What follows belongs to an exercise in optimizing a design on an open flow for small area, a short achievable clock period and few clock cycles per item; a production flow would make more cautious choices. The RTL was checked by simulation tests, not by an equivalence proof against the original design. Power figures rest on the tool's default switching activity, not on a simulated workload.

**flow/design.v**
```verilog
module linkcore_dp (
    input  wire        clk,
    input  wire        rst,         
    input  wire        op_valid,
    output wire        op_ready,
    input  wire [7:0]  op_code,
    input  wire [31:0] op_a,
    input  wire [31:0] op_b,
    output reg         res_valid,
    output reg         res_err,
    output wire [31:0] res_data,
    output wire [31:0] key,
    output wire [31:0] csum,
    output wire [31:0] localkey,
    output wire [31:0] remotekey,
    output wire [31:0] err
);
    localparam [31:0] CSUM_SEED      = 32'h0000_15A0;
    localparam [31:0] MASK_OFS_NEG   = 32'hFE00_0000;   
    localparam [31:0] MASK_CONST     = 32'h2079_6220;
    localparam [31:0] REMOTE_KEY_XOR = 32'h6F64_6573;
    localparam [31:0] KDF_C0         = 32'h4B61_7761;
    localparam [31:0] KDF_C1         = 32'h7365_646F;
    reg [31:0] key_r, nk_r, csum_r, rkey_r, mr_r;
    reg [31:0] lk_r;     
    reg        lk_w;     
    reg        eb4, eb6, eb8;    
    reg [1:0]  ecode;    
    reg        pend;     
    reg        s_csum, s_lk, s_rk, s_key, s_mr;    
    function [31:0] kdf_fn(input [31:0] w);
        reg [14:0] n;
        reg [6:0]  s;
        reg [31:0] v;
        begin
            n = {w[17:9] - 9'd1, w[8:3]};
            s = n[13:7] + 7'd56 + {6'd0, n[14]};
            v = {1'b1, s, 1'b1, 6'b011100, n[14], 1'b1, n[13:7], 1'b1, n[6:0]};
            kdf_fn = {v[7:0], v[15:8], v[23:16], v[31:24]} ^ (n[8] ? KDF_C1 : KDF_C0);
        end
    endfunction
    wire [31:0] lk_view;
    genvar gi;
    generate
        for (gi = 0; gi < 32; gi = gi + 1) begin : g_lk
            if (gi == 7 || gi == 10 || gi == 11 || gi == 14 || gi == 15 || gi == 23 || gi == 31)
                assign lk_view[gi] = lk_w;
            else if (gi == 13)
                assign lk_view[gi] = 1'b0;
            else if (gi == 12)
                assign lk_view[gi] = lk_r[17];
            else if (gi == 9)
                assign lk_view[gi] = lk_w & ~lk_r[17];
            else
                assign lk_view[gi] = lk_r[gi];
        end
    endgenerate
    assign op_ready  = ~pend;
    assign key       = key_r;
    assign csum      = csum_r;
    assign localkey  = lk_view;
    assign remotekey = rkey_r;
    assign err       = {8'd0, 4'd0, ecode == 2'd3, ecode == 2'd1 || ecode == 2'd2,
                        ecode == 2'd2, ecode != 2'd0, 6'd0,
                        1'b0, eb8, 1'b0, eb6, 1'b0, eb4, 4'd0};
    assign res_data  = ({32{s_csum}} & csum_r) | ({32{s_lk}} & lk_view)
                     | ({32{s_rk}} & rkey_r) | ({32{s_key}} & key_r)
                     | ({32{s_mr}} & mr_r);
    wire       go       = op_valid & ~pend;
    wire [3:0] opc      = op_code[3:0];
    wire       hz       = (op_code[7:4] == 4'h0);
    wire       win_small    = (op_a[31:9] == 23'd0);       
    wire       mis      = (op_a[1:0] != 2'b00);
    wire       e_init   = go & hz & (opc == 4'h1);
    wire       e_fold   = go & hz & (opc == 4'h2);
    wire       e_final  = go & hz & (opc == 4'h3);
    wire       e_kdf    = go & hz & (opc == 4'h4) & ~win_small;
    wire       e_kdfer  = go & hz & (opc == 4'h4) & win_small;
    wire       e_rkey   = go & hz & (opc == 4'h5);
    wire       e_kseed  = go & hz & (opc == 4'h6);
    wire       e_kadv   = go & hz & (opc == 4'h7);
    wire       e_mask   = go & hz & (opc == 4'h8);
    wire       e_crypt  = go & hz & (opc == 4'h9);
    wire       e_payw   = go & hz & (opc == 4'hB) & ~mis;
    wire       e_payer  = go & hz & (opc == 4'hB) & mis;
    wire       e_seal   = go & hz & (opc == 4'hC);
    wire       e_resv   = go & (~hz | (opc == 4'hA) | (opc == 4'hD) | (opc == 4'hE) | (opc == 4'hF));
    wire       e_adv    = e_kadv | e_crypt | e_payw | e_seal;
    wire       e_ok     = go & ~e_resv & ~e_kdfer & ~e_payer & (op_code[3:0] != 4'h0);
    wire [31:0] m_out;
    lc_adv u_adv (.x(nk_r), .y(m_out));
    wire [15:0] fold_res;
    lc_fold u_fold (.x(csum_r ^ (op_code[3] ? op_b : op_a)), .y(fold_res));
    wire [31:0] or_csum = csum_r | {op_a[15:0], 16'd0};
    wire [31:0] nm_a    = MASK_OFS_NEG - op_a;    
    wire [31:0] nm_b    = MASK_OFS_NEG - op_b;
    wire [31:0] kmask   = (opc == 4'h8) ? key_r : nk_r;
    wire [31:0] crypt_r = op_b ^ nm_a ^ MASK_CONST ^ kmask;
    wire [31:0] seal_r  = or_csum ^ nm_b ^ MASK_CONST ^ kmask;
    wire [31:0] kd      = kdf_fn(op_a);
    always @(posedge clk) begin
        if (e_mask | e_crypt | e_payw)
            mr_r <= crypt_r;
        else if (e_seal)
            mr_r <= seal_r;
    end
    always @(posedge clk) begin
        if (rst) begin
            key_r     <= 32'd0;
            nk_r      <= 32'd1;       
            pend      <= 1'b0;
            csum_r    <= CSUM_SEED;
            lk_r      <= 32'd0;
            lk_w      <= 1'b0;
            rkey_r    <= 32'd0;
            eb4       <= 1'b0;
            eb6       <= 1'b0;
            eb8       <= 1'b0;
            ecode     <= 2'd0;
            s_csum    <= 1'b0;
            s_lk      <= 1'b1;       
            s_rk      <= 1'b0;
            s_key     <= 1'b0;
            s_mr      <= 1'b0;
            res_valid <= 1'b0;
            res_err   <= 1'b0;
        end else begin
            res_valid <= go;
            res_err   <= e_resv | e_kdfer | e_payer;
            pend      <= e_kseed;
            if (e_adv)
                key_r <= nk_r;
            else if (e_kseed)
                key_r <= rkey_r;
            if (e_kseed)
                nk_r <= rkey_r;
            else if (pend | e_adv)
                nk_r <= m_out;
            if (e_init)
                csum_r <= CSUM_SEED;
            else if (e_fold | e_payw)
                csum_r <= {16'd0, fold_res};
            else if (e_final | e_seal)
                csum_r <= or_csum;
            if (e_kdf) begin
                lk_r <= kd;
                lk_w <= 1'b1;
            end
            if (e_rkey)
                rkey_r <= op_a ^ REMOTE_KEY_XOR;
            if (e_kdfer) begin eb4 <= 1'b1; ecode <= 2'd1; end
            if (e_resv)  begin eb6 <= 1'b1; ecode <= 2'd2; end
            if (e_payer) begin eb8 <= 1'b1; ecode <= 2'd3; end
            if (e_ok) begin
                s_csum <= e_init | e_fold | e_final;
                s_lk   <= e_kdf;
                s_rk   <= e_rkey;
                s_key  <= e_kseed | e_kadv;
                s_mr   <= e_mask | e_crypt | e_payw | e_seal;
            end
        end
    end
endmodule
module lc_adv (input wire [31:0] x, output wire [31:0] y);
    wire t1 = 1'b1 ^ ~x[2] ^ ~x[0];
    wire t2 = (1'b1 & ~x[2]) | (~x[0] & (1'b1 ^ ~x[2]));
    wire t3 = ~x[3] ^ ~x[1] ^ t2;
    wire t4 = (~x[3] & ~x[1]) | (t2 & (~x[3] ^ ~x[1]));
    wire t5 = ~x[4] ^ ~x[2] ^ x[0];
    wire t6 = (~x[4] & ~x[2]) | (x[0] & (~x[4] ^ ~x[2]));
    wire t7 = ~x[5] ^ ~x[3] ^ x[1];
    wire t8 = (~x[5] & ~x[3]) | (x[1] & (~x[5] ^ ~x[3]));
    wire t9 = ~x[6] ^ ~x[4] ^ x[2];
    wire t10 = (~x[6] & ~x[4]) | (x[2] & (~x[6] ^ ~x[4]));
    wire t11 = x[0] ^ t8 ^ t9;
    wire t12 = (x[0] & t8) | (t9 & (x[0] ^ t8));
    wire t13 = ~x[7] ^ ~x[5] ^ x[3];
    wire t14 = (~x[7] & ~x[5]) | (x[3] & (~x[7] ^ ~x[5]));
    wire t15 = x[1] ^ t10 ^ t13;
    wire t16 = (x[1] & t10) | (t13 & (x[1] ^ t10));
    wire t17 = ~x[8] ^ ~x[6] ^ x[4];
    wire t18 = (~x[8] & ~x[6]) | (x[4] & (~x[8] ^ ~x[6]));
    wire t19 = x[2] ^ x[0] ^ t14;
    wire t20 = (x[2] & x[0]) | (t14 & (x[2] ^ x[0]));
    wire t21 = t17 ^ t16 ^ t19;
    wire t22 = (t17 & t16) | (t19 & (t17 ^ t16));
    wire t23 = ~x[9] ^ ~x[7] ^ x[5];
    wire t24 = (~x[9] & ~x[7]) | (x[5] & (~x[9] ^ ~x[7]));
    wire t25 = x[3] ^ x[1] ^ t18;
    wire t26 = (x[3] & x[1]) | (t18 & (x[3] ^ x[1]));
    wire t27 = t23 ^ t20 ^ t25;
    wire t28 = (t23 & t20) | (t25 & (t23 ^ t20));
    wire t29 = ~x[10] ^ ~x[8] ^ x[6];
    wire t30 = (~x[10] & ~x[8]) | (x[6] & (~x[10] ^ ~x[8]));
    wire t31 = x[4] ^ x[2] ^ t24;
    wire t32 = (x[4] & x[2]) | (t24 & (x[4] ^ x[2]));
    wire t33 = t29 ^ t26 ^ t31;
    wire t34 = (t29 & t26) | (t31 & (t29 ^ t26));
    wire t35 = ~x[11] ^ ~x[9] ^ x[7];
    wire t36 = (~x[11] & ~x[9]) | (x[7] & (~x[11] ^ ~x[9]));
    wire t37 = x[5] ^ x[3] ^ t30;
    wire t38 = (x[5] & x[3]) | (t30 & (x[5] ^ x[3]));
    wire t39 = t35 ^ t32 ^ t37;
    wire t40 = (t35 & t32) | (t37 & (t35 ^ t32));
    wire t41 = ~x[12] ^ ~x[10] ^ x[8];
    wire t42 = (~x[12] & ~x[10]) | (x[8] & (~x[12] ^ ~x[10]));
    wire t43 = x[6] ^ x[4] ^ t36;
    wire t44 = (x[6] & x[4]) | (t36 & (x[6] ^ x[4]));
    wire t45 = t41 ^ t38 ^ t43;
    wire t46 = (t41 & t38) | (t43 & (t41 ^ t38));
    wire t47 = 1'b1 ^ ~x[13] ^ ~x[11];
    wire t48 = (1'b1 & ~x[13]) | (~x[11] & (1'b1 ^ ~x[13]));
    wire t49 = x[9] ^ x[7] ^ x[5];
    wire t50 = (x[9] & x[7]) | (x[5] & (x[9] ^ x[7]));
    wire t51 = ~x[0] ^ t42 ^ t47;
    wire t52 = (~x[0] & t42) | (t47 & (~x[0] ^ t42));
    wire t53 = t49 ^ t44 ^ t51;
    wire t54 = (t49 & t44) | (t51 & (t49 ^ t44));
    wire t55 = ~x[14] ^ ~x[12] ^ x[10];
    wire t56 = (~x[14] & ~x[12]) | (x[10] & (~x[14] ^ ~x[12]));
    wire t57 = x[8] ^ x[6] ^ ~x[1];
    wire t58 = (x[8] & x[6]) | (~x[1] & (x[8] ^ x[6]));
    wire t59 = t48 ^ t50 ^ t55;
    wire t60 = (t48 & t50) | (t55 & (t48 ^ t50));
    wire t61 = t57 ^ t52 ^ t59;
    wire t62 = (t57 & t52) | (t59 & (t57 ^ t52));
    wire t63 = 1'b1 ^ ~x[15] ^ ~x[13];
    wire t64 = (1'b1 & ~x[15]) | (~x[13] & (1'b1 ^ ~x[15]));
    wire t65 = x[11] ^ x[9] ^ x[7];
    wire t66 = (x[11] & x[9]) | (x[7] & (x[11] ^ x[9]));
    wire t67 = ~x[2] ^ ~x[0] ^ t56;
    wire t68 = (~x[2] & ~x[0]) | (t56 & (~x[2] ^ ~x[0]));
    wire t69 = t58 ^ t63 ^ t65;
    wire t70 = (t58 & t63) | (t65 & (t58 ^ t63));
    wire t71 = t60 ^ t67 ^ t69;
    wire t72 = (t60 & t67) | (t69 & (t60 ^ t67));
    wire t73 = ~x[16] ^ ~x[14] ^ x[12];
    wire t74 = (~x[16] & ~x[14]) | (x[12] & (~x[16] ^ ~x[14]));
    wire t75 = x[10] ^ x[8] ^ ~x[3];
    wire t76 = (x[10] & x[8]) | (~x[3] & (x[10] ^ x[8]));
    wire t77 = ~x[1] ^ t64 ^ t66;
    wire t78 = (~x[1] & t64) | (t66 & (~x[1] ^ t64));
    wire t79 = t73 ^ t75 ^ t68;
    wire t80 = (t73 & t75) | (t68 & (t73 ^ t75));
    wire t81 = t70 ^ t77 ^ t79;
    wire t82 = (t70 & t77) | (t79 & (t70 ^ t77));
    wire t83 = ~x[17] ^ ~x[15] ^ x[13];
    wire t84 = (~x[17] & ~x[15]) | (x[13] & (~x[17] ^ ~x[15]));
    wire t85 = x[11] ^ x[9] ^ ~x[4];
    wire t86 = (x[11] & x[9]) | (~x[4] & (x[11] ^ x[9]));
    wire t87 = ~x[2] ^ t74 ^ t76;
    wire t88 = (~x[2] & t74) | (t76 & (~x[2] ^ t74));
    wire t89 = t83 ^ t85 ^ t78;
    wire t90 = (t83 & t85) | (t78 & (t83 ^ t85));
    wire t91 = t87 ^ t80 ^ t89;
    wire t92 = (t87 & t80) | (t89 & (t87 ^ t80));
    wire t93 = ~x[18] ^ ~x[16] ^ x[14];
    wire t94 = (~x[18] & ~x[16]) | (x[14] & (~x[18] ^ ~x[16]));
    wire t95 = x[12] ^ x[10] ^ ~x[5];
    wire t96 = (x[12] & x[10]) | (~x[5] & (x[12] ^ x[10]));
    wire t97 = ~x[3] ^ t84 ^ t86;
    wire t98 = (~x[3] & t84) | (t86 & (~x[3] ^ t84));
    wire t99 = t93 ^ t95 ^ t88;
    wire t100 = (t93 & t95) | (t88 & (t93 ^ t95));
    wire t101 = t97 ^ t90 ^ t99;
    wire t102 = (t97 & t90) | (t99 & (t97 ^ t90));
    wire t103 = 1'b1 ^ ~x[19] ^ ~x[17];
    wire t104 = (1'b1 & ~x[19]) | (~x[17] & (1'b1 ^ ~x[19]));
    wire t105 = x[15] ^ x[13] ^ x[11];
    wire t106 = (x[15] & x[13]) | (x[11] & (x[15] ^ x[13]));
    wire t107 = ~x[6] ^ ~x[4] ^ ~x[0];
    wire t108 = (~x[6] & ~x[4]) | (~x[0] & (~x[6] ^ ~x[4]));
    wire t109 = t94 ^ t96 ^ t103;
    wire t110 = (t94 & t96) | (t103 & (t94 ^ t96));
    wire t111 = t105 ^ t107 ^ t98;
    wire t112 = (t105 & t107) | (t98 & (t105 ^ t107));
    wire t113 = t109 ^ t100 ^ t111;
    wire t114 = (t109 & t100) | (t111 & (t109 ^ t100));
    wire t115 = ~x[20] ^ ~x[18] ^ x[16];
    wire t116 = (~x[20] & ~x[18]) | (x[16] & (~x[20] ^ ~x[18]));
    wire t117 = x[14] ^ x[12] ^ ~x[7];
    wire t118 = (x[14] & x[12]) | (~x[7] & (x[14] ^ x[12]));
    wire t119 = ~x[5] ^ ~x[1] ^ t104;
    wire t120 = (~x[5] & ~x[1]) | (t104 & (~x[5] ^ ~x[1]));
    wire t121 = t106 ^ t108 ^ t115;
    wire t122 = (t106 & t108) | (t115 & (t106 ^ t108));
    wire t123 = t117 ^ t110 ^ t119;
    wire t124 = (t117 & t110) | (t119 & (t117 ^ t110));
    wire t125 = t121 ^ t112 ^ t123;
    wire t126 = (t121 & t112) | (t123 & (t121 ^ t112));
    wire t127 = ~x[21] ^ ~x[19] ^ x[17];
    wire t128 = (~x[21] & ~x[19]) | (x[17] & (~x[21] ^ ~x[19]));
    wire t129 = x[15] ^ x[13] ^ ~x[8];
    wire t130 = (x[15] & x[13]) | (~x[8] & (x[15] ^ x[13]));
    wire t131 = ~x[6] ^ ~x[2] ^ t116;
    wire t132 = (~x[6] & ~x[2]) | (t116 & (~x[6] ^ ~x[2]));
    wire t133 = t118 ^ t127 ^ t129;
    wire t134 = (t118 & t127) | (t129 & (t118 ^ t127));
    wire t135 = t120 ^ t122 ^ t131;
    wire t136 = (t120 & t122) | (t131 & (t120 ^ t122));
    wire t137 = t133 ^ t124 ^ t135;
    wire t138 = (t133 & t124) | (t135 & (t133 ^ t124));
    wire t139 = ~x[22] ^ ~x[20] ^ x[18];
    wire t140 = (~x[22] & ~x[20]) | (x[18] & (~x[22] ^ ~x[20]));
    wire t141 = x[16] ^ x[14] ^ ~x[9];
    wire t142 = (x[16] & x[14]) | (~x[9] & (x[16] ^ x[14]));
    wire t143 = ~x[7] ^ ~x[3] ^ t128;
    wire t144 = (~x[7] & ~x[3]) | (t128 & (~x[7] ^ ~x[3]));
    wire t145 = t130 ^ t139 ^ t141;
    wire t146 = (t130 & t139) | (t141 & (t130 ^ t139));
    wire t147 = t132 ^ t134 ^ t143;
    wire t148 = (t132 & t134) | (t143 & (t132 ^ t134));
    wire t149 = t145 ^ t136 ^ t147;
    wire t150 = (t145 & t136) | (t147 & (t145 ^ t136));
    wire t151 = 1'b1 ^ ~x[23] ^ ~x[21];
    wire t152 = (1'b1 & ~x[23]) | (~x[21] & (1'b1 ^ ~x[23]));
    wire t153 = x[19] ^ x[17] ^ x[15];
    wire t154 = (x[19] & x[17]) | (x[15] & (x[19] ^ x[17]));
    wire t155 = ~x[10] ^ ~x[8] ^ ~x[4];
    wire t156 = (~x[10] & ~x[8]) | (~x[4] & (~x[10] ^ ~x[8]));
    wire t157 = ~x[0] ^ t140 ^ t142;
    wire t158 = (~x[0] & t140) | (t142 & (~x[0] ^ t140));
    wire t159 = t151 ^ t153 ^ t155;
    wire t160 = (t151 & t153) | (t155 & (t151 ^ t153));
    wire t161 = t144 ^ t146 ^ t157;
    wire t162 = (t144 & t146) | (t157 & (t144 ^ t146));
    wire t163 = t159 ^ t148 ^ t161;
    wire t164 = (t159 & t148) | (t161 & (t159 ^ t148));
    wire t165 = ~x[24] ^ ~x[22] ^ x[20];
    wire t166 = (~x[24] & ~x[22]) | (x[20] & (~x[24] ^ ~x[22]));
    wire t167 = x[18] ^ x[16] ^ ~x[11];
    wire t168 = (x[18] & x[16]) | (~x[11] & (x[18] ^ x[16]));
    wire t169 = ~x[9] ^ ~x[5] ^ ~x[1];
    wire t170 = (~x[9] & ~x[5]) | (~x[1] & (~x[9] ^ ~x[5]));
    wire t171 = t152 ^ t154 ^ t156;
    wire t172 = (t152 & t154) | (t156 & (t152 ^ t154));
    wire t173 = t165 ^ t167 ^ t169;
    wire t174 = (t165 & t167) | (t169 & (t165 ^ t167));
    wire t175 = t158 ^ t160 ^ t171;
    wire t176 = (t158 & t160) | (t171 & (t158 ^ t160));
    wire t177 = t173 ^ t162 ^ t175;
    wire t178 = (t173 & t162) | (t175 & (t173 ^ t162));
    wire t179 = ~x[25] ^ ~x[23] ^ x[21];
    wire t180 = (~x[25] & ~x[23]) | (x[21] & (~x[25] ^ ~x[23]));
    wire t181 = x[19] ^ x[17] ^ ~x[12];
    wire t182 = (x[19] & x[17]) | (~x[12] & (x[19] ^ x[17]));
    wire t183 = ~x[10] ^ ~x[6] ^ ~x[2];
    wire t184 = (~x[10] & ~x[6]) | (~x[2] & (~x[10] ^ ~x[6]));
    wire t185 = x[0] ^ t166 ^ t168;
    wire t186 = (x[0] & t166) | (t168 & (x[0] ^ t166));
    wire t187 = t170 ^ t179 ^ t181;
    wire t188 = (t170 & t179) | (t181 & (t170 ^ t179));
    wire t189 = t183 ^ t172 ^ t174;
    wire t190 = (t183 & t172) | (t174 & (t183 ^ t172));
    wire t191 = t185 ^ t187 ^ t176;
    wire t192 = (t185 & t187) | (t176 & (t185 ^ t187));
    wire t193 = t189 ^ t178 ^ t191;
    wire t194 = (t189 & t178) | (t191 & (t189 ^ t178));
    wire t195 = ~x[26] ^ ~x[24] ^ x[22];
    wire t196 = (~x[26] & ~x[24]) | (x[22] & (~x[26] ^ ~x[24]));
    wire t197 = x[20] ^ x[18] ^ ~x[13];
    wire t198 = (x[20] & x[18]) | (~x[13] & (x[20] ^ x[18]));
    wire t199 = ~x[11] ^ ~x[7] ^ ~x[3];
    wire t200 = (~x[11] & ~x[7]) | (~x[3] & (~x[11] ^ ~x[7]));
    wire t201 = x[1] ^ t180 ^ t182;
    wire t202 = (x[1] & t180) | (t182 & (x[1] ^ t180));
    wire t203 = t184 ^ t195 ^ t197;
    wire t204 = (t184 & t195) | (t197 & (t184 ^ t195));
    wire t205 = t199 ^ t186 ^ t188;
    wire t206 = (t199 & t186) | (t188 & (t199 ^ t186));
    wire t207 = t201 ^ t203 ^ t190;
    wire t208 = (t201 & t203) | (t190 & (t201 ^ t203));
    wire t209 = t205 ^ t192 ^ t207;
    wire t210 = (t205 & t192) | (t207 & (t205 ^ t192));
    wire t211 = ~x[27] ^ ~x[25] ^ x[23];
    wire t212 = (~x[27] & ~x[25]) | (x[23] & (~x[27] ^ ~x[25]));
    wire t213 = x[21] ^ x[19] ^ ~x[14];
    wire t214 = (x[21] & x[19]) | (~x[14] & (x[21] ^ x[19]));
    wire t215 = ~x[12] ^ ~x[8] ^ ~x[4];
    wire t216 = (~x[12] & ~x[8]) | (~x[4] & (~x[12] ^ ~x[8]));
    wire t217 = x[2] ^ t196 ^ t198;
    wire t218 = (x[2] & t196) | (t198 & (x[2] ^ t196));
    wire t219 = t200 ^ t211 ^ t213;
    wire t220 = (t200 & t211) | (t213 & (t200 ^ t211));
    wire t221 = t215 ^ t202 ^ t204;
    wire t222 = (t215 & t202) | (t204 & (t215 ^ t202));
    wire t223 = t217 ^ t219 ^ t206;
    wire t224 = (t217 & t219) | (t206 & (t217 ^ t219));
    wire t225 = t221 ^ t208 ^ t223;
    wire t226 = (t221 & t208) | (t223 & (t221 ^ t208));
    wire t227 = ~x[28] ^ ~x[26] ^ x[24];
    wire t228 = (~x[28] & ~x[26]) | (x[24] & (~x[28] ^ ~x[26]));
    wire t229 = x[22] ^ x[20] ^ ~x[15];
    wire t230 = (x[22] & x[20]) | (~x[15] & (x[22] ^ x[20]));
    wire t231 = ~x[13] ^ ~x[9] ^ ~x[5];
    wire t232 = (~x[13] & ~x[9]) | (~x[5] & (~x[13] ^ ~x[9]));
    wire t233 = x[3] ^ t212 ^ t214;
    wire t234 = (x[3] & t212) | (t214 & (x[3] ^ t212));
    wire t235 = t216 ^ t227 ^ t229;
    wire t236 = (t216 & t227) | (t229 & (t216 ^ t227));
    wire t237 = t231 ^ t218 ^ t220;
    wire t238 = (t231 & t218) | (t220 & (t231 ^ t218));
    wire t239 = t233 ^ t235 ^ t222;
    wire t240 = (t233 & t235) | (t222 & (t233 ^ t235));
    wire t241 = t237 ^ t224 ^ t239;
    wire t242 = (t237 & t224) | (t239 & (t237 ^ t224));
    wire t243 = 1'b1 ^ ~x[29] ^ ~x[27];
    wire t244 = (1'b1 & ~x[29]) | (~x[27] & (1'b1 ^ ~x[29]));
    wire t245 = x[25] ^ x[23] ^ x[21];
    wire t246 = (x[25] & x[23]) | (x[21] & (x[25] ^ x[23]));
    wire t247 = ~x[16] ^ ~x[14] ^ ~x[10];
    wire t248 = (~x[16] & ~x[14]) | (~x[10] & (~x[16] ^ ~x[14]));
    wire t249 = ~x[6] ^ x[4] ^ ~x[0];
    wire t250 = (~x[6] & x[4]) | (~x[0] & (~x[6] ^ x[4]));
    wire t251 = t228 ^ t230 ^ t232;
    wire t252 = (t228 & t230) | (t232 & (t228 ^ t230));
    wire t253 = t243 ^ t245 ^ t247;
    wire t254 = (t243 & t245) | (t247 & (t243 ^ t245));
    wire t255 = t249 ^ t234 ^ t236;
    wire t256 = (t249 & t234) | (t236 & (t249 ^ t234));
    wire t257 = t251 ^ t253 ^ t238;
    wire t258 = (t251 & t253) | (t238 & (t251 ^ t253));
    wire t259 = t255 ^ t240 ^ t257;
    wire t260 = (t255 & t240) | (t257 & (t255 ^ t240));
    wire t261 = ~x[30] ^ ~x[28] ^ x[26];
    wire t262 = (~x[30] & ~x[28]) | (x[26] & (~x[30] ^ ~x[28]));
    wire t263 = x[24] ^ x[22] ^ ~x[17];
    wire t264 = (x[24] & x[22]) | (~x[17] & (x[24] ^ x[22]));
    wire t265 = ~x[15] ^ ~x[11] ^ ~x[7];
    wire t266 = (~x[15] & ~x[11]) | (~x[7] & (~x[15] ^ ~x[11]));
    wire t267 = x[5] ^ ~x[1] ^ t244;
    wire t268 = (x[5] & ~x[1]) | (t244 & (x[5] ^ ~x[1]));
    wire t269 = t246 ^ t248 ^ t250;
    wire t270 = (t246 & t248) | (t250 & (t246 ^ t248));
    wire t271 = t261 ^ t263 ^ t265;
    wire t272 = (t261 & t263) | (t265 & (t261 ^ t263));
    wire t273 = t252 ^ t254 ^ t267;
    wire t274 = (t252 & t254) | (t267 & (t252 ^ t254));
    wire t275 = t269 ^ t271 ^ t256;
    wire t276 = (t269 & t271) | (t256 & (t269 ^ t271));
    wire t277 = t273 ^ t258 ^ t275;
    wire t278 = (t273 & t258) | (t275 & (t273 ^ t258));
    wire t279 = ~x[31] ^ ~x[29] ^ x[27];
    wire t280 = (~x[31] & ~x[29]) | (x[27] & (~x[31] ^ ~x[29]));
    wire t281 = x[25] ^ x[23] ^ ~x[18];
    wire t282 = (x[25] & x[23]) | (~x[18] & (x[25] ^ x[23]));
    wire t283 = ~x[16] ^ ~x[12] ^ ~x[8];
    wire t284 = (~x[16] & ~x[12]) | (~x[8] & (~x[16] ^ ~x[12]));
    wire t285 = x[6] ^ ~x[2] ^ x[0];
    wire t286 = (x[6] & ~x[2]) | (x[0] & (x[6] ^ ~x[2]));
    wire t287 = t262 ^ t264 ^ t266;
    wire t288 = (t262 & t264) | (t266 & (t262 ^ t264));
    wire t289 = t279 ^ t281 ^ t283;
    wire t290 = (t279 & t281) | (t283 & (t279 ^ t281));
    wire t291 = t285 ^ t268 ^ t270;
    wire t292 = (t285 & t268) | (t270 & (t285 ^ t268));
    wire t293 = t272 ^ t287 ^ t289;
    wire t294 = (t272 & t287) | (t289 & (t272 ^ t287));
    wire t295 = t274 ^ t291 ^ t293;
    wire t296 = (t274 & t291) | (t293 & (t274 ^ t291));
    wire t297 = t276 ^ t295 ^ t278;
    wire t298 = (t276 & t295) | (t278 & (t276 ^ t295));
    wire [31:0] ra = {t297, t260, t242, t226, t210, t194, t193, t164, t150, t138, t126, t114, t102, t92, t82, t72, t62, t54, t46, t40, t34, t28, t22, t21, t12, t11, t6, t5, t3, t1, 1'b1, ~x[0]};
    wire [31:0] rb = {1'b0, t277, t259, t241, t225, t209, 1'b0, t177, t163, t149, t137, t125, t113, t101, t91, t81, t71, t61, t53, t45, t39, t33, t27, 1'b0, t15, 1'b0, t7, t4, 1'b0, 1'b0, ~x[1], 1'b0};
    assign y = ra + rb;
endmodule
module lc_fold (input wire [31:0] x, output wire [15:0] y);
    assign y[0] = ^(x & 32'hFCA93E9E);
    assign y[1] = ^(x & 32'h05FB43A2);
    assign y[2] = ^(x & 32'h0BF68744);
    assign y[3] = ^(x & 32'h17ED0E89);
    assign y[4] = ^(x & 32'h2FDA1D12);
    assign y[5] = ^(x & 32'h5FB43A25);
    assign y[6] = ^(x & 32'hBF68744A);
    assign y[7] = ^(x & 32'h8279D60A);
    assign y[8] = ^(x & 32'hF85A928B);
    assign y[9] = ^(x & 32'h0C1C1B89);
    assign y[10] = ^(x & 32'h18383713);
    assign y[11] = ^(x & 32'h30706E27);
    assign y[12] = ^(x & 32'h60E0DC4E);
    assign y[13] = ^(x & 32'hC1C1B89C);
    assign y[14] = ^(x & 32'h7F2A4FA7);
    assign y[15] = ^(x & 32'hFE549F4F);
endmodule
```
**flow/flow/run.sh**
```bash
#!/bin/bash
# The standard layout (standard.sh), with two changes to how it is made:
# the port buffers use the smallest plain buffer cell instead of the
# delay-buffer cell buffer_ports picks by default, and repair_timing aims
# at a larger setup margin than config.mk may ask for. The clock period and
# the constraints are the standard flow's, unchanged.
set -euo pipefail
MARGIN=7
sed "s/SETUP_SLACK_MARGIN=[0-9.]*/SETUP_SLACK_MARGIN=${MARGIN}/" standard.sh > standard_m.sh
export BUFFER_PORTS_ARGS="-buffer_cell sky130_fd_sc_hd__buf_1"
bash standard_m.sh > standard.log 2>&1
```
**flow/standard.sh**
```bash
#!/bin/bash
# synth_recipe.tcl (not shown) runs the flow's synth.tcl, then flattens the netlist and writes it again
# the make line also repeats each setting of config.mk as NAME=value (left out here)
make -C /OpenROAD-flow-scripts/flow DESIGN_CONFIG=/design/flow/config.mk WORK_HOME=/design/flow/orfs CLKGATE_MAP_FILE= SYNTH_SCRIPT=/design/flow/synth_recipe.tcl "${@:-finish}"
```
**flow/config.mk**
```make
export PLATFORM = sky130hd
export DESIGN_NAME = linkcore_dp
export DESIGN_NICKNAME = linkcore_dp
export VERILOG_FILES = /design/flow/design.v
export SDC_FILE = /design/flow/constraint.sdc
export NUM_CORES = 4
export LEC_CHECK = 0
export CAP_MARGIN = 20
export CORE_MARGIN = 2
export CORE_UTILIZATION = 40
export CTS_BUF_LIST = sky130_fd_sc_hd__clkbuf_8
export SETUP_SLACK_MARGIN = 5
export SLEW_MARGIN = 20
export TNS_END_PERCENT = 0
```
**flow/constraint.sdc**
```tcl
create_clock -name core_clock -period 10.0 [get_ports {clk}]
set_input_delay 2.0000 -clock core_clock [delete_from_list [all_inputs] [get_ports {clk}]]
set_output_delay 2.0000 -clock core_clock [all_outputs]
set_load 0.01 [all_outputs]
```
==> results.sh, run 1 <==
export IMPL_grt_max_degree=66
export IMPL_via_count=16149
export IMPL_fmax_mhz=236
export IMPL_r2r_start="nk_r[8]$_SDFFE_PP0P_"
export IMPL_synth_edf_count=32
export IMPL_power_uw=2320
export IMPL_pwr_share_comb_pct=40.3
export IMPL_p_int_uw=1440
export IMPL_cts_sinks=196
export IMPL_cts_root_buf="clkbuf_8"
export IMPL_wl_per_cell_um=25.1
export IMPL_overflow=0
export IMPL_port_buffer_count=243
export IMPL_final_common_cell="buf_1"
export IMPL_cp_arrival_ps=4680
export IMPL_fin_worst_skew_ps=19.4
export IMPL_grt_pass1_vias=15841
export IMPL_powerDensity_mw_per_mm2=114
export IMPL_fin_crit_ps=4240
export IMPL_yosys_area_top_type="dfxtp_1"
export IMPL_place_gp_congestion=1.01
export IMPL_switchingPower_uw=882
export IMPL_die_area_mm2=0.0460
export IMPL_multiInputGateArea_mm2=0.0127
export IMPL_peakVddDrop_mv=0.0897
export IMPL_setup_worst_path_end_class="flip-flop"
export IMPL_grtUsageTotal_pct=30.6
export IMPL_syn_area_per_cell_um2=8.81
export IMPL_cts_buffers=17
export IMPL_hold_violations=0
export IMPL_placementRows=77
export IMPL_crit_type="input port to flip-flop"
export IMPL_htreeDepth=4
export IMPL_cts_tree="done"
export IMPL_n_fill_cell=4399
export IMPL_maxCapViolCount=0
export IMPL_hold_path_depth=2
export IMPL_layout_drive_gt1_share_pct=12.3
export IMPL_r2r_cells=14
export IMPL_final_area_mm2=0.0203
export IMPL_seq_area_frac_synth_pct=24.0
export IMPL_layout_nets=2460
export IMPL_avgViaCountPerCell=5.74
export IMPL_seqPwrFrac_pct=34.8
export IMPL_pin_count=270
export IMPL_clk_path_buf_depth=2
export IMPL_num_antenna_cells=0
export IMPL_first_pass_iters=10
export IMPL_worstPathRequired_ps=10440
export IMPL_drt_iter0_drc=1924
export IMPL_die_h_um=214
export IMPL_yosysWarnings=1
export IMPL_r2r_end="nk_r[29]$_SDFFE_PP0P_"
export IMPL_hp_class="flip-flop to flip-flop"
export IMPL_synth_cells=2009
export IMPL_drc_errors=0
export IMPL_min_to="eb8$_SDFFE_PP0P_"
export IMPL_ys_flop_type="dfxtp_1"
export IMPL_placed_area_mm2=0.0190
export IMPL_final_cell_mix="buf_1, xnor2_1, nand2_1"
export IMPL_crit_path_max_fanout=15
export IMPL_slew_headroom_pct=31.0
export IMPL_drt_antenna_violating_nets=0
export IMPL_netlist_area_leader_share_pct=18.5
export IMPL_ys_types=66
export IMPL_r2r_slack_ps=5790
export IMPL_grt_pass1_wl_um=105000
export IMPL_antenna_found_initial=2
export IMPL_hpwl_um=54600
export IMPL_area_growth_synth_to_final_pct=14.8
export IMPL_setup_viol=0
export IMPL_netSwitchingFraction_pct=38.0
export IMPL_fin_crit_sh_pct=42.4
export IMPL_clkPwrFrac_pct=24.9
export IMPL_wirelength_um=70700
export IMPL_setup_tns_ps=0
export IMPL_clk_transition_reported_paths_ps=110
export IMPL_syn_area_mm2=0.0177
export IMPL_clock_insertion_delay_worst_skew_ps=520
export IMPL_core_area_mm2=0.0439
export IMPL_ys_ff_latch=196
export IMPL_synth_area_leaders="dfxtp_1, fa_1, xnor2_1, edfxtp_1, xor2_1"
export IMPL_power_leakage_uw=0.00744
export IMPL_start_util_pct=40.3
export IMPL_hp_start="eb8$_SDFFE_PP0P_"
export IMPL_regArea_mm2=0.00433
export IMPL_status="timing/DRC/antenna clean"
export IMPL_drv_slew=0
export IMPL_tightest_slew_ps=1030
export IMPL_start_kind="input port"
export IMPL_synthArstFlopShare_pct=0
export IMPL_die_x_um=214
export IMPL_rsz0062_at_grt="yes"
kinds of logic (layout without fill, tap and decap cells):
group / count (synthesis) / in the layout / synth area share (%)
AO/OA/AOI/OAI: 382 / 382 / 14.6
other: 1 / 26 / 0.0212
AND/OR/NAND/NOR: 501 / 501 / 12.8
multiplexers: 67 / 67 / 3.81
buffers and inverters: 338 / 524 / 8.57
adder cells (fa/ha/maj): 178 / 178 / 18.2
flip-flops: 196 / 196 / 24.0
XOR/XNOR: 346 / 346 / 18.1
critical path, stage by stage:
cell and delay [ps]:
buf_1 260, nor4_1 710, nand4_1 510, nand3_1 840
nand2_1 140, a21oi_1 180
final cells by class:
class,instances,share of cell area [%]
multi-input combinational,1500,62.2
inverter,178,3.39
tap,592,3.64
clock buffer,18,1.22
timing repair buffer,314,7.36
sequential,196,21.3
clock inverter,14,0.837
metrics by stage:
| stage | util [%] | cells | setup slack [ps] | hold WS, ps |
|---|---|---|---|---|
| 6_report | 46.3 | 2812 | 5760 | 455 |
| 3_5_place_dp | 43.2 | 2733 | 4810 | 445 |
| 3_3_place_gp | 43.2 | 2733 | 4870 | 437 |
| 5_1_grt | 46.3 | 2812 | 5610 | 502 |
| 2_1_floorplan | - | 2034 | 5960 | 426 |
| 4_1_cts | 46.3 | 2812 | 5840 | 460 |
Yosys cell counts (10+ instances only):
cell and count:
a21o_1 15, nor2b_1 13, and3_1 20, xnor2_1 232
nor4_1 20, buf_4 53, nand3_1 34, xnor2_2 17
a22oi_1 54, a21oi_1 125, inv_1 178, clkbuf_1 90
nor3_1 29, a222oi_1 43, fa_1 133, a211oi_1 39
dfxtp_1 164, xor2_1 92, nand2_1 187, edfxtp_1 32
or3_1 16, a31oi_1 13, mux2i_1 66, ha_1 45
o211ai_1 10, nor2_1 142, o21ai_0 39
sequential cells by signal, indices dropped and copies added, names as in the netlist, 2 cells and up:
signal	count
csum_r	32
mr_r	32
ecode	2
key_r	32
rkey_r	32
nk_r	32
lk_r	23
what timing repair did:
item / in CTS / in global routing
hold buffers: 0 / 0
setup endpoints to repair: 394 / 395
gates resized for setup: 136 / 3
gates cloned: 0 / 0
pin swaps: 43 / 0
setup buffers: 47 / 0
power by group through the flow:
stage | Combinational [µW] | Clock (µW) | Sequential (µW)
global placement | 823 | 0 | 831
floorplan | 606 | 0 | 828
detailed placement | 820 | 0 | 831
CTS | 919 | 577 | 807
global route | 998 | 613 | 808
finish | 935 | 578 | 807
how the worst max path moves through the flow:
| stage | start | endpoint | slack [ps] |
|---|---|---|---|
| finish | op_a[17] | lk_r[22]$_SDFFE_PP0P_ | 5760 |
| global route | nk_r[13]$_SDFFE_PP0P_ | nk_r[24]$_SDFFE_PP0P_ | 5610 |
| CTS | nk_r[20]$_SDFFE_PP0P_ | nk_r[31]$_SDFFE_PP0P_ | 5840 |
| detailed placement | op_code[1] | nk_r[20]$_SDFFE_PP0P_ | 4810 |
| global placement | op_code[1] | nk_r[20]$_SDFFE_PP0P_ | 4870 |
| floorplan | op_b[4] | mr_r[24]$_DFFE_PP_ | 5960 |
metal layers:
metal	share of wire [%]	global-route usage, %	up-vias
met1	42	41.5	7957
met2	45	47.5	926
met3	9.1	6.01	143
met5	0.017	0	-
met4	4.5	13.0	2
li1	-	-	7121
Testbench counts, summed over its fixed seeds: cycles 2,669, ops 2,637.
==> run 2: changes to the inputs <==
--- a/flow/flow/run.sh
+++ b/flow/flow/run.sh
@@ -6,5 +6,5 @@
 # the constraints are the standard flow's, unchanged.
 set -euo pipefail
-MARGIN=7
+MARGIN=6
 sed "s/SETUP_SLACK_MARGIN=[0-9.]*/SETUP_SLACK_MARGIN=${MARGIN}/" standard.sh > standard_m.sh
 export BUFFER_PORTS_ARGS="-buffer_cell sky130_fd_sc_hd__buf_1"
--- a/flow/config.mk
+++ b/flow/config.mk
@@ -9,6 +9,4 @@
 export CORE_MARGIN = 2
 export CORE_UTILIZATION = 40
-export CTS_BUF_LIST = sky130_fd_sc_hd__clkbuf_8
 export SETUP_SLACK_MARGIN = 5
 export SLEW_MARGIN = 20
-export TNS_END_PERCENT = 0
==> run 2 against run 1 <==
Net effect: die area unchanged; worst setup slack got worse by 23 ps; design area increased by 8.2%; cell count increased by 1.7%; sequential share of layout area decreased by 1.5 points; register-to-register slack got worse by 60 ps; first-iteration DRC count decreased by 11%; utilization increased by 3.8 points; clock power increased by 23%; via count increased by 2.2%.
==> results.sh, run 2 <==
export IMPL_hold_path_depth=2
export IMPL_synth_simple_area_share_pct=12.8
export IMPL_cts_root_buf="clkbuf_16"
export IMPL_r2r_end="nk_r[24]$_SDFFE_PP0P_"
export IMPL_synthArstFlopShare_pct=0
export IMPL_wirelength_um=73500
export IMPL_crit_chain="inv_6, fa_2, inv_2, fa_1, inv_1, fa_1, fa_1, ha_4, nand2_4, nor4_4, and2_4, a221o_1, a21oi_2, xnor2_2, nand2_1, a311oi_2"
export IMPL_worstPathRequired_ps=10360
export IMPL_n_fill_cell=4207
export IMPL_drc_errors=0
export IMPL_peakVddDrop_mv=0.103
export IMPL_tightest_slew_ps=835
export IMPL_cts_tree="done"
export IMPL_ys_types=66
export IMPL_first_pass_iters=6
export IMPL_die_h_um=214
export IMPL_wl_per_cell_um=25.7
export IMPL_crit_path_max_fanout=4
export IMPL_clk_transition_reported_paths_ps=80
export IMPL_min_to="eb8$_SDFFE_PP0P_"
export IMPL_grt_pass1_wl_um=108000
export IMPL_synthMuxAreaShare_pct=3.81
export IMPL_cpMaxStageDelayCell="fa_1"
export IMPL_p_int_uw=1640
export IMPL_syn_area_mm2=0.0177
export IMPL_grt_max_degree=69
export IMPL_setup_worst_path_end_class="flip-flop"
export IMPL_port_buffer_count=243
export IMPL_yosys_area_top_type="dfxtp_1"
export IMPL_cp_arrival_ps=4630
export IMPL_hp_class="flip-flop to flip-flop"
export IMPL_synth_compound_area_share_pct=14.6
export IMPL_antenna_found_initial=1
export IMPL_synth_cells=2009
export IMPL_status="timing/DRC/antenna clean"
export IMPL_layout_nets=2508
export IMPL_crit_top_cell="fa_1"
export IMPL_core_area_mm2=0.0439
export IMPL_r2r_slack_ps=5730
export IMPL_area_growth_synth_to_final_pct=24.3
export IMPL_ys_ff_latch=196
export IMPL_place_gp_congestion=1.05
export IMPL_hpwl_um=55100
export IMPL_slew_headroom_pct=44.2
export IMPL_hold_violations=0
export IMPL_power_leakage_uw=0.00805
export IMPL_slowest_delay_ps=540
export IMPL_final_cell_mix="buf_1, xnor2_1, nand2_1"
export IMPL_synth_xor_area_share_pct=18.1
export IMPL_num_antenna_cells=0
export IMPL_setup_viol=0
export IMPL_htreeDepth=4
export IMPL_fin_crit_ps=4270
export IMPL_pwr_share_comb_pct=41.4
export IMPL_switchingPower_uw=946
export IMPL_synth_top_family_by_area="adder cells"
export IMPL_clock_insertion_delay_worst_skew_ps=470
export IMPL_start_util_pct=40.3
export IMPL_synth_area_leaders="dfxtp_1, fa_1, xnor2_1, edfxtp_1, xor2_1"
export IMPL_start_kind="flip-flop"
export IMPL_ys_flop_type="dfxtp_1"
export IMPL_grtUsageTotal_pct=31.6
export IMPL_cts_sinks=196
export IMPL_die_area_mm2=0.0460
export IMPL_netSwitchingFraction_pct=36.5
export IMPL_clkPwrFrac_pct=27.5
export IMPL_layout_drive_gt1_share_pct=21.1
export IMPL_netlist_top_cells_count="xnor2_1, nand2_1, inv_1"
export IMPL_drt_iter0_drc=1718
export IMPL_rsz0062_at_grt="yes"
export IMPL_overflow=0
export IMPL_fin_worst_skew_ps=13.3
export IMPL_seq_area_frac_synth_pct=24.0
export IMPL_ctsHoldBuffers=0
export IMPL_fmax_mhz=234
export IMPL_hp_start="eb8$_SDFFE_PP0P_"
export IMPL_yosysWarnings=1
export IMPL_fin_crit_sh_pct=42.7
export IMPL_powerDensity_mw_per_mm2=118
export IMPL_synthAdderAreaFrac_pct=18.2
export IMPL_drt_antenna_violating_nets=0
export IMPL_setup_tns_ps=0
export IMPL_synth_edf_count=32
export IMPL_grt_pass1_vias=16183
export IMPL_final_common_cell="buf_1"
export IMPL_cts_buffers=17
export IMPL_pin_count=270
export IMPL_cp_startpoint="nk_r[20]$_SDFFE_PP0P_"
export IMPL_via_count=16498
export IMPL_maxCapViolCount=0
export IMPL_clk_path_buf_depth=2
export IMPL_fin_util_pct=50.1
export IMPL_crit_type="flip-flop to flip-flop"
export IMPL_seqPwrFrac_pct=31.1
export IMPL_r2r_cells=16
export IMPL_netlist_area_leader_share_pct=18.5
export IMPL_yosysMostFrequentCell="xnor2_1"
export IMPL_drv_slew=0
export IMPL_r2r_start="nk_r[20]$_SDFFE_PP0P_"
export IMPL_placementRows=77
export IMPL_syn_area_per_cell_um2=8.81
export IMPL_avgViaCountPerCell=5.77
export IMPL_die_x_um=214
-- run 2: cell counts after synthesis --
Identical to the previous run, type by type.
-- run 2: kinds of logic (layout without fill, tap and decap cells) --
group | Yosys count | in the layout
multiplexers | 67 | 67
AND/OR/NAND/NOR | 501 | 502
other | 1 | 26
flip-flops | 196 | 196
XOR/XNOR | 346 | 346
adder cells (fa/ha/maj) | 178 | 178
AO/OA/AOI/OAI | 382 | 382
buffers and inverters | 338 | 571
-- run 2: area by class of cell --
| cell class | count | area [µm²] | share of cell area [%] |
|---|---|---|---|
| Timing Repair Buffer | 361 | 2000 | 9.08 |
| Multi-Input combinational cell | 1501 | 13600 | 62.0 |
| Clock inverter | 10 | 81.3 | 0.370 |
| Tap cell | 592 | 741 | 3.37 |
| Inverter | 178 | 706 | 3.21 |
| Clock buffer | 22 | 497 | 2.26 |
| Sequential cell | 196 | 4350 | 19.8 |
-- run 2: what timing repair did --
action,4_1_cts,5_1_grt
buffers inserted,69,21
cloned,3,1
pin swaps,109,67
setup endpoints to repair,108,108
gates resized for setup,243,104
-- run 2: power by group through the flow --
stage          Combinational, µW  Clock [µW]  Sequential [µW]
2_1_floorplan                611           0              828
3_3_place_gp                 828           0              830
3_5_place_dp                 828           0              830
4_1_cts                      981         715              806
5_1_grt                     1140         746              805
6_report                    1070         712              805
-- run 2: routing by layer --
layer	up-vias	GRT usage (%)	share of wire (%)
met5	-	0	0.015
met4	2	12.1	3.9
met3	144	8.10	9.5
met2	889	49.1	45
met1	8235	42.1	41
li1	7228	-	-
-- run 2: through the flow --
stage | total power, µW | std cells | cell area, µm² | hold slack [ps] | setup WS, ps
2_1_floorplan | 1440 | 2034 | 18100 | 426 | 5920
3_3_place_gp | 1660 | 2734 | 19100 | 442 | 4920
3_5_place_dp | 1660 | 2734 | 19100 | 445 | 4820
4_1_cts | 2500 | 2838 | 21300 | 456 | 5790
5_1_grt | 2690 | 2860 | 22000 | 502 | 5650
6_report | 2590 | 2860 | 22000 | 459 | 5730
-- run 2: worst max path at each step --
stage | to | slack [ps] | cells past startpoint
6_report | nk_r[24]$_SDFFE_PP0P_ | 5730 | 16
5_1_grt | nk_r[24]$_SDFFE_PP0P_ | 5650 | 16
4_1_cts | nk_r[31]$_SDFFE_PP0P_ | 5790 | 20
3_5_place_dp | nk_r[0]$_SDFFE_PP1P_ | 4820 | 9
3_3_place_gp | nk_r[20]$_SDFFE_PP0P_ | 4920 | 9
2_1_floorplan | mr_r[29]$_DFFE_PP_ | 5920 | 8
-- run 2: critical path: cells and delay by family, from the launching register on --
kind	cells	cell delay, ps
fa+ha+maj	5	2100
buf+inv	3	210
xor+xnor	1	210
flops	1	410
simple gates	4	670
compound gates	3	540
==> run 3: changes to the inputs <==
--- a/flow/flow/run.sh
+++ b/flow/flow/run.sh
@@ -6,5 +6,5 @@
 # the constraints are the standard flow's, unchanged.
 set -euo pipefail
-MARGIN=6
+MARGIN=7
 sed "s/SETUP_SLACK_MARGIN=[0-9.]*/SETUP_SLACK_MARGIN=${MARGIN}/" standard.sh > standard_m.sh
 export BUFFER_PORTS_ARGS="-buffer_cell sky130_fd_sc_hd__buf_1"
--- a/flow/config.mk
+++ b/flow/config.mk
@@ -8,5 +8,6 @@
 export CAP_MARGIN = 20
 export CORE_MARGIN = 2
-export CORE_UTILIZATION = 40
+export CORE_UTILIZATION = 50
 export SETUP_SLACK_MARGIN = 5
 export SLEW_MARGIN = 20
+export TNS_END_PERCENT = 0
==> run 3 against run 2 <==
Net effect: critical path depth shrank 12; synthesized cell count is the same; via count shrank 3.6%; cell count shrank 6.8%; register-to-register slack lost 40 ps; sequential share of layout area grew 1.6 points; global-route usage grew 5.0 points; first-iteration DRC count grew 9.0%.
==> results.sh, run 3 <==
export IMPL_overflow=0
export IMPL_crit_type="flip-flop to primary output"
export IMPL_drt_met1_wl_um=28300
export IMPL_drt_iter0_drc=1872
export IMPL_p_int_uw=1540
export IMPL_port_buffer_count=243
export IMPL_seq_area_frac_synth_pct=24.0
export IMPL_grt_pass1_vias=15020
export IMPL_die_h_um=192
export IMPL_netlist_area_leader_share_pct=18.5
export IMPL_yosysMostFrequentCell="xnor2_1"
export IMPL_grt_max_degree=68
export IMPL_wirelength_um=66700
export IMPL_hold_path_depth=2
export IMPL_via_count=15912
export IMPL_r2r_slack_ps=5690
export IMPL_pwr_share_comb_pct=37.4
export IMPL_synth_compound_area_share_pct=14.6
export IMPL_cts_buffers=17
export IMPL_final_common_cell="buf_1"
export IMPL_clk_transition_reported_paths_ps=80
export IMPL_rsz0062_at_grt="yes"
export IMPL_pin_count=270
export IMPL_hold_violations=0
export IMPL_r2r_cells=14
export IMPL_antenna_found_initial=1
export IMPL_core_area_mm2=0.0347
export IMPL_netSwitchingFraction_pct=36.2
export IMPL_start_util_pct=51.0
export IMPL_syn_area_per_cell_um2=8.81
export IMPL_synth_edf_count=32
export IMPL_cts_tree="done"
export IMPL_seqPwrFrac_pct=33.4
export IMPL_drt_antenna_violating_nets=0
export IMPL_synth_top_family_by_area="adder cells"
export IMPL_htreeDepth=4
export IMPL_final_cell_mix="buf_1, xnor2_1, nand2_1"
export IMPL_yosys_area_top_type="dfxtp_1"
export IMPL_synth_cells=2009
export IMPL_clk_path_buf_depth=2
export IMPL_powerDensity_mw_per_mm2=119
export IMPL_ys_ff_latch=196
export IMPL_setup_tns_ps=0
export IMPL_hp_class="flip-flop to flip-flop"
export IMPL_die_x_um=192
export IMPL_n_fill_cell=3205
export IMPL_peakVddDrop_mv=0.142
export IMPL_synth_area_leaders="dfxtp_1, fa_1, xnor2_1, edfxtp_1, xor2_1"
export IMPL_r2r_end="nk_r[29]$_SDFFE_PP0P_"
export IMPL_crit_chain="buf_4, nand2_1, o21ai_0, buf_1"
export IMPL_tightest_slew_ps=962
export IMPL_yosysWarnings=1
export IMPL_area_growth_synth_to_final_pct=14.6
export IMPL_ctsHoldBuffers=0
export IMPL_maxCapViolCount=0
export IMPL_wl_per_cell_um=25.0
export IMPL_ys_types=66
export IMPL_synthArstFlopShare_pct=0
export IMPL_switchingPower_uw=873
export IMPL_clkPwrFrac_pct=29.2
export IMPL_start_kind="flip-flop"
export IMPL_r2r_start="nk_r[8]$_SDFFE_PP0P_"
export IMPL_ys_flop_type="dfxtp_1"
export IMPL_fin_crit_ps=4350
export IMPL_wl_met2_um=30100
export IMPL_first_pass_iters=6
export IMPL_wl_met3_um=6660
export IMPL_avgViaCountPerCell=5.97
export IMPL_highest_layer="met5"
export IMPL_setup_viol=0
export IMPL_cpMaxStageDelayCell="o21ai_0"
export IMPL_crit_path_max_fanout=25
export IMPL_synthAdderAreaFrac_pct=18.2
export IMPL_status="timing/DRC/antenna clean"
export IMPL_slowest_delay_ps=560
export IMPL_place_gp_congestion=0.988
export IMPL_drv_slew=0
export IMPL_hp_start="eb8$_SDFFE_PP0P_"
export IMPL_layout_nets=2451
export IMPL_synthMuxAreaShare_pct=3.81
export IMPL_fmax_mhz=230
export IMPL_fin_worst_skew_ps=18.2
export IMPL_cts_root_buf="clkbuf_16"
export IMPL_slew_headroom_pct=35.9
export IMPL_drc_errors=0
export IMPL_hpwl_um=51500
export IMPL_syn_area_mm2=0.0177
export IMPL_clock_insertion_delay_worst_skew_ps=460
export IMPL_power_leakage_uw=0.00749
export IMPL_cp_arrival_ps=2350
export IMPL_placementRows=68
export IMPL_layout_drive_gt1_share_pct=12.2
export IMPL_setup_worst_path_end_class="primary output"
export IMPL_cts_sinks=196
export IMPL_fin_crit_sh_pct=43.5
export IMPL_synth_simple_area_share_pct=12.8
export IMPL_min_to="eb8$_SDFFE_PP0P_"
export IMPL_num_antenna_cells=0
export IMPL_grtUsageTotal_pct=36.6
export IMPL_grt_pass1_wl_um=98400
export IMPL_hold_slack_ps=458
export IMPL_die_area_mm2=0.0369
export IMPL_netlist_top_cells_count="xnor2_1, nand2_1, inv_1"
export IMPL_synth_xor_area_share_pct=18.1
export IMPL_worstPathRequired_ps=8000
-- run 3: cell count changes in the layout (fill, tap and decap cells not counted), moves of 10 or more --
cell,previous run,this run
a21oi_1,108,118
inv_1,139,159
fa_1,97,123
buf_4,98,54
xnor2_1,194,225
xnor2_2,48,24
inv_2,27,10
fa_2,36,10
mux2i_1,54,66
-- run 3: worst max path at each step --
stage | startpoint | end | slack (ps) | cells past startpoint
4_1_cts | nk_r[16]$_SDFFE_PP0P_ | nk_r[30]$_SDFFE_PP0P_ | 5740 | 17
2_1_floorplan | op_b[4] | mr_r[24]$_DFFE_PP_ | 5960 | 9
5_1_grt | nk_r[7]$_SDFFE_PP0P_ | nk_r[30]$_SDFFE_PP0P_ | 5570 | 15
3_5_place_dp | op_code[1] | nk_r[18]$_SDFFE_PP0P_ | 4300 | 8
3_3_place_gp | op_code[1] | nk_r[18]$_SDFFE_PP0P_ | 4420 | 8
6_report | s_lk$_SDFFE_PP1P_ | res_data[9] | 5650 | 4
-- run 3: cell families (layout without fill, tap and decap cells) --
| family | count (synthesis) | after routing |
|---|---|---|
| and+or+nand+nor | 501 | 501 |
| muxes | 67 | 67 |
| xor gates and xnor gates | 346 | 346 |
| adders and majority gates | 178 | 178 |
| DFF | 196 | 196 |
| buffers and inverters | 338 | 515 |
| other | 1 | 26 |
| AOI/OAI and AO/OA | 382 | 382 |
-- run 3: what timing repair did --
item,4_1_cts,5_1_grt
resized for setup,96,54
pin swaps,14,30
setup buffers,32,6
setup endpoints to repair,391,392
cloned,0,0
-- run 3: area by class of cell --
| cell class | count | area [µm²] | share of cell area, % |
|---|---|---|---|
| clock buffer | 18 | 429 | 2.12 |
| inverter | 178 | 698 | 3.44 |
| timing repair buffer | 305 | 1440 | 7.08 |
| clock inverter | 14 | 141 | 0.697 |
| multi-input combinational | 1500 | 12700 | 62.5 |
| sequential | 196 | 4330 | 21.4 |
| tap | 455 | 569 | 2.81 |
-- run 3: power by group through the flow --
stage / Combinational, µW / Sequential (µW) / Clock [µW]
finish: 901 / 806 / 705
global placement: 801 / 831 / 0
detailed placement: 799 / 831 / 0
global route: 964 / 806 / 744
CTS: 850 / 807 / 709
floorplan: 606 / 828 / 0
-- run 3: metrics by stage --
step,total power (µW),util (%),setup slack [ps],std cells,cell area (µm²)
after floorplan,1430,-,5960,2034,18000
after global placement,1630,54.2,4420,2596,18800
after detailed placement,1630,54.2,4300,2596,18800
after CTS,2370,57.6,5740,2660,20000
after global routing,2510,58.4,5570,2666,20300
final,2410,58.4,5650,2666,20300
-- run 3: critical path, delay by kind of cell, from the launching register on --
family	cells	cell delay [ps]
compound gates	1	560
buf+inv	2	560
simple gates	1	450
flops	1	320
-- run 3: layer usage --
metal	vias to the layer above	track usage [%]
li1	7095	-
met1	7835	52.4
met2	887	57.2
met3	93	6.05
met4	2	9.48
met5	-	0
==> run 4: changes to the inputs <==
--- a/flow/config.mk
+++ b/flow/config.mk
@@ -8,5 +8,6 @@
 export CAP_MARGIN = 20
 export CORE_MARGIN = 2
-export CORE_UTILIZATION = 50
+export CORE_UTILIZATION = 60
+export PLACE_DENSITY = 0.72
 export SETUP_SLACK_MARGIN = 5
 export SLEW_MARGIN = 20
==> run 4 against run 3 <==
Net effect: first-iteration DRC count rose by 21%; worst hold slack got worse by 8.7 ps; routed wire length fell by 2.2%; via count rose by 4.5%; maximum frequency rose by 2.2%; critical endpoint is now mr_r[23]$_DFFE_PP_; cell count fell by 2.7%; die area fell by 16%; largest power group unchanged; flip-flop and latch count did not move; register-to-register slack improved by 80 ps.
==> results.sh, run 4 <==
export IMPL_grtUsageTotal_pct=42.4
export IMPL_cts_tree="done"
export IMPL_wirelength_um=65300
export IMPL_setup_viol=0
export IMPL_hpwl_um=49600
export IMPL_peakVddDrop_mv=0.134
export IMPL_die_x_um=176
export IMPL_rsz0062_at_grt="yes"
export IMPL_port_buffer_count=243
export IMPL_crit_path_max_fanout=5
export IMPL_slew_headroom_pct=33.2
export IMPL_fmax_mhz=235
export IMPL_drc_errors=0
export IMPL_layout_nets=2451
export IMPL_synth_cells=2009
export IMPL_cts_buffers=17
export IMPL_grt_pass1_vias=15845
export IMPL_synthArstFlopShare_pct=0
export IMPL_worstPathRequired_ps=10190
export IMPL_hold_path_depth=2
export IMPL_final_common_cell="buf_1"
export IMPL_cts_root_buf="clkbuf_16"
export IMPL_seq_area_frac_synth_pct=24.0
export IMPL_netlist_top_cells_count="xnor2_1, nand2_1, inv_1"
export IMPL_overflow=0
export IMPL_final_cell_mix="buf_1, xnor2_1, nand2_1"
export IMPL_synth_edf_count=32
export IMPL_power_leakage_uw=0.00747
export IMPL_fin_crit_ps=4260
export IMPL_syn_area_mm2=0.0177
export IMPL_wl_per_cell_um=25.1
export IMPL_drv_slew=0
export IMPL_fin_crit_sh_pct=42.6
export IMPL_tightest_slew_ps=1000
export IMPL_ctsHoldBuffers=0
export IMPL_drt_antenna_violating_nets=0
export IMPL_first_pass_iters=7
export IMPL_grt_pass1_wl_um=98000
export IMPL_hold_slack_ps=450
export IMPL_ys_flop_type="dfxtp_1"
export IMPL_clk_transition_reported_paths_ps=90
export IMPL_placementRows=62
export IMPL_clk_path_buf_depth=2
export IMPL_place_gp_congestion=1.02
export IMPL_clock_insertion_delay_worst_skew_ps=450
export IMPL_hp_class="flip-flop to flip-flop"
export IMPL_yosysWarnings=1
export IMPL_start_kind="input port"
export IMPL_num_antenna_cells=0
export IMPL_layout_drive_gt1_share_pct=12.5
export IMPL_area_growth_synth_to_final_pct=14.4
export IMPL_avgViaCountPerCell=6.41
export IMPL_r2r_slack_ps=5770
export IMPL_status="timing/DRC/antenna clean"
export IMPL_placed_area_mm2=0.0187
export IMPL_htreeDepth=4
export IMPL_powerDensity_mw_per_mm2=121
export IMPL_final_area_mm2=0.0203
export IMPL_yosys_area_top_type="dfxtp_1"
export IMPL_start_util_pct=61.4
export IMPL_cts_sinks=196
export IMPL_antenna_found_initial=0
export IMPL_setup_tns_ps=0
export IMPL_die_h_um=176
export IMPL_hold_violations=0
export IMPL_netlist_area_leader_share_pct=18.5
export IMPL_fin_worst_skew_ps=18.2
export IMPL_r2r_cells=15
export IMPL_ys_types=66
export IMPL_crit_type="input port to flip-flop"
export IMPL_yosysMostFrequentCell="xnor2_1"
export IMPL_core_area_mm2=0.0289
export IMPL_ys_ff_latch=196
export IMPL_drt_iter0_drc=2273
export IMPL_cp_arrival_ps=4440
export IMPL_setup_worst_path_end_class="flip-flop"
export IMPL_via_count=16634
export IMPL_maxCapViolCount=0
export IMPL_pin_count=270
export IMPL_grt_max_degree=90
export IMPL_syn_area_per_cell_um2=8.81
export IMPL_die_area_mm2=0.0309
export IMPL_synth_area_leaders="dfxtp_1, fa_1, xnor2_1, edfxtp_1, xor2_1"
==> run 4: changes by cell type in the layout (fill, tap and decap cells not counted), sizes merged <==
cell / previous run / this run
inv: 182 / 185
clkbuf: 20 / 21
buf: 303 / 302
clkinvlp: 5 / 3
bufinv: 1 / 0
==> run 4: cell type report <==
| class | instances | area (µm²) |
|---|---|---|
| inverter | 178 | 692 |
| clock inverter | 14 | 170 |
| fill | 2338 | 8610 |
| timing repair buffer | 305 | 1450 |
| multi-input combinational | 1500 | 12700 |
| tap | 384 | 480 |
| clock buffer | 18 | 439 |
| sequential | 196 | 4350 |
==> run 4: what timing repair did <==
item	in CTS	in global routing
pin swaps	46	10
endpoints found under the setup margin	389	392
setup buffers	37	3
resized for setup	148	11
hold endpoints to repair	0	0
==> run 4: where the power goes <==
group	internal [µW]	leakage [µW]	switching [µW]
combinational	395	0.00554	520
sequential	799	0.00163	5.78
clock	350	0.000298	382
total	1540	0.00747	908
==> run 4: stage by stage <==
stage	power, µW	utilization (%)	setup WS (ps)	std cells
floorplan	1430	-	5960	2034
global placement	1620	64.8	4480	2523
detailed placement	1630	64.8	4360	2523
CTS	2420	69.9	5820	2592
global route	2550	70.2	5630	2595
finish	2450	70.2	5740	2595
==> run 4: worst max-delay path: stages <==
cell and delay, ps:
buf_1 150, or3_1 500, nor4_2 430, and2_1 300
nand2_1 110, or3_1 350, xnor2_1 150, o21ai_1 320
xnor2_1 120
==> run 4: worst paths after layout <==
kind / start / end
max: op_b[6] / mr_r[23]$_DFFE_PP_
min reg2reg: eb8$_SDFFE_PP0P_ / eb8$_SDFFE_PP0P_
max reg2reg: nk_r[8]$_SDFFE_PP0P_ / nk_r[31]$_SDFFE_PP0P_
min: eb8$_SDFFE_PP0P_ / eb8$_SDFFE_PP0P_
==> run 4: per-layer routing <==
metal	GRT usage (%)	part of all wire, %	up-vias
met5	0	0	-
met4	17.9	4.9	0
met3	10.1	12	228
met2	64.2	43	1209
met1	58.2	39	8097
li1	-	-	7100
==> run 4: kinds of logic after synthesis <==
kind of cell	count (synthesis)	share of synthesized area [%]
AOI/OAI and AO/OA	382	14.6
DFF	196	24.0
adders and majority gates	178	18.2
and+or+nand+nor	501	12.8
other	1	0.0212
buffers and inverters	338	8.57
muxes	67	3.81
xor gates and xnor gates	346	18.1

-- re-timing with driven ports --
How much do the figures lean on ideal ports? The routed layouts below were timed once more, with nothing changed but the port constraints. Step 1 (the two cells are an assumption about what drives the block):
set clk [get_ports {clk}]
set_driving_cell -lib_cell sky130_fd_sc_hd__clkbuf_16 $clk
set_driving_cell -lib_cell sky130_fd_sc_hd__buf_2 [delete_from_list [all_inputs] $clk]
Step 2 adds t to the input delays and takes it off the output delays; t is the mean of the earliest and latest rising clock arrival at the registers after step 1. Input paths then give back, and output paths get back, about the clock's delay inside the block. a / b / c = ideal ports / drivers / drivers and shift; a / b = the first two.
run | t (ns) | slack for setup (ns) | clock arrival spread, ns | pins driven straight from the clock port
run 1 | 0.554 | 5.758 / 5.734 / 5.180 | 0.019 / 0.020 | 1
run 2 | 0.511 | 5.735 / 5.735 / 5.478 | 0.016 / 0.016 | 1
run 3 | 0.501 | 5.650 / 5.598 / 5.243 | 0.018 / 0.018 | 1
run 4 | 0.493 | 5.745 / 5.766 / 5.273 | 0.019 / 0.019 | 1
After both steps setup and hold are still met in every run listed. For run 1, which loses most, drivers alone change the setup slack by -0.024 ns; drivers and shift together by -0.578 ns.
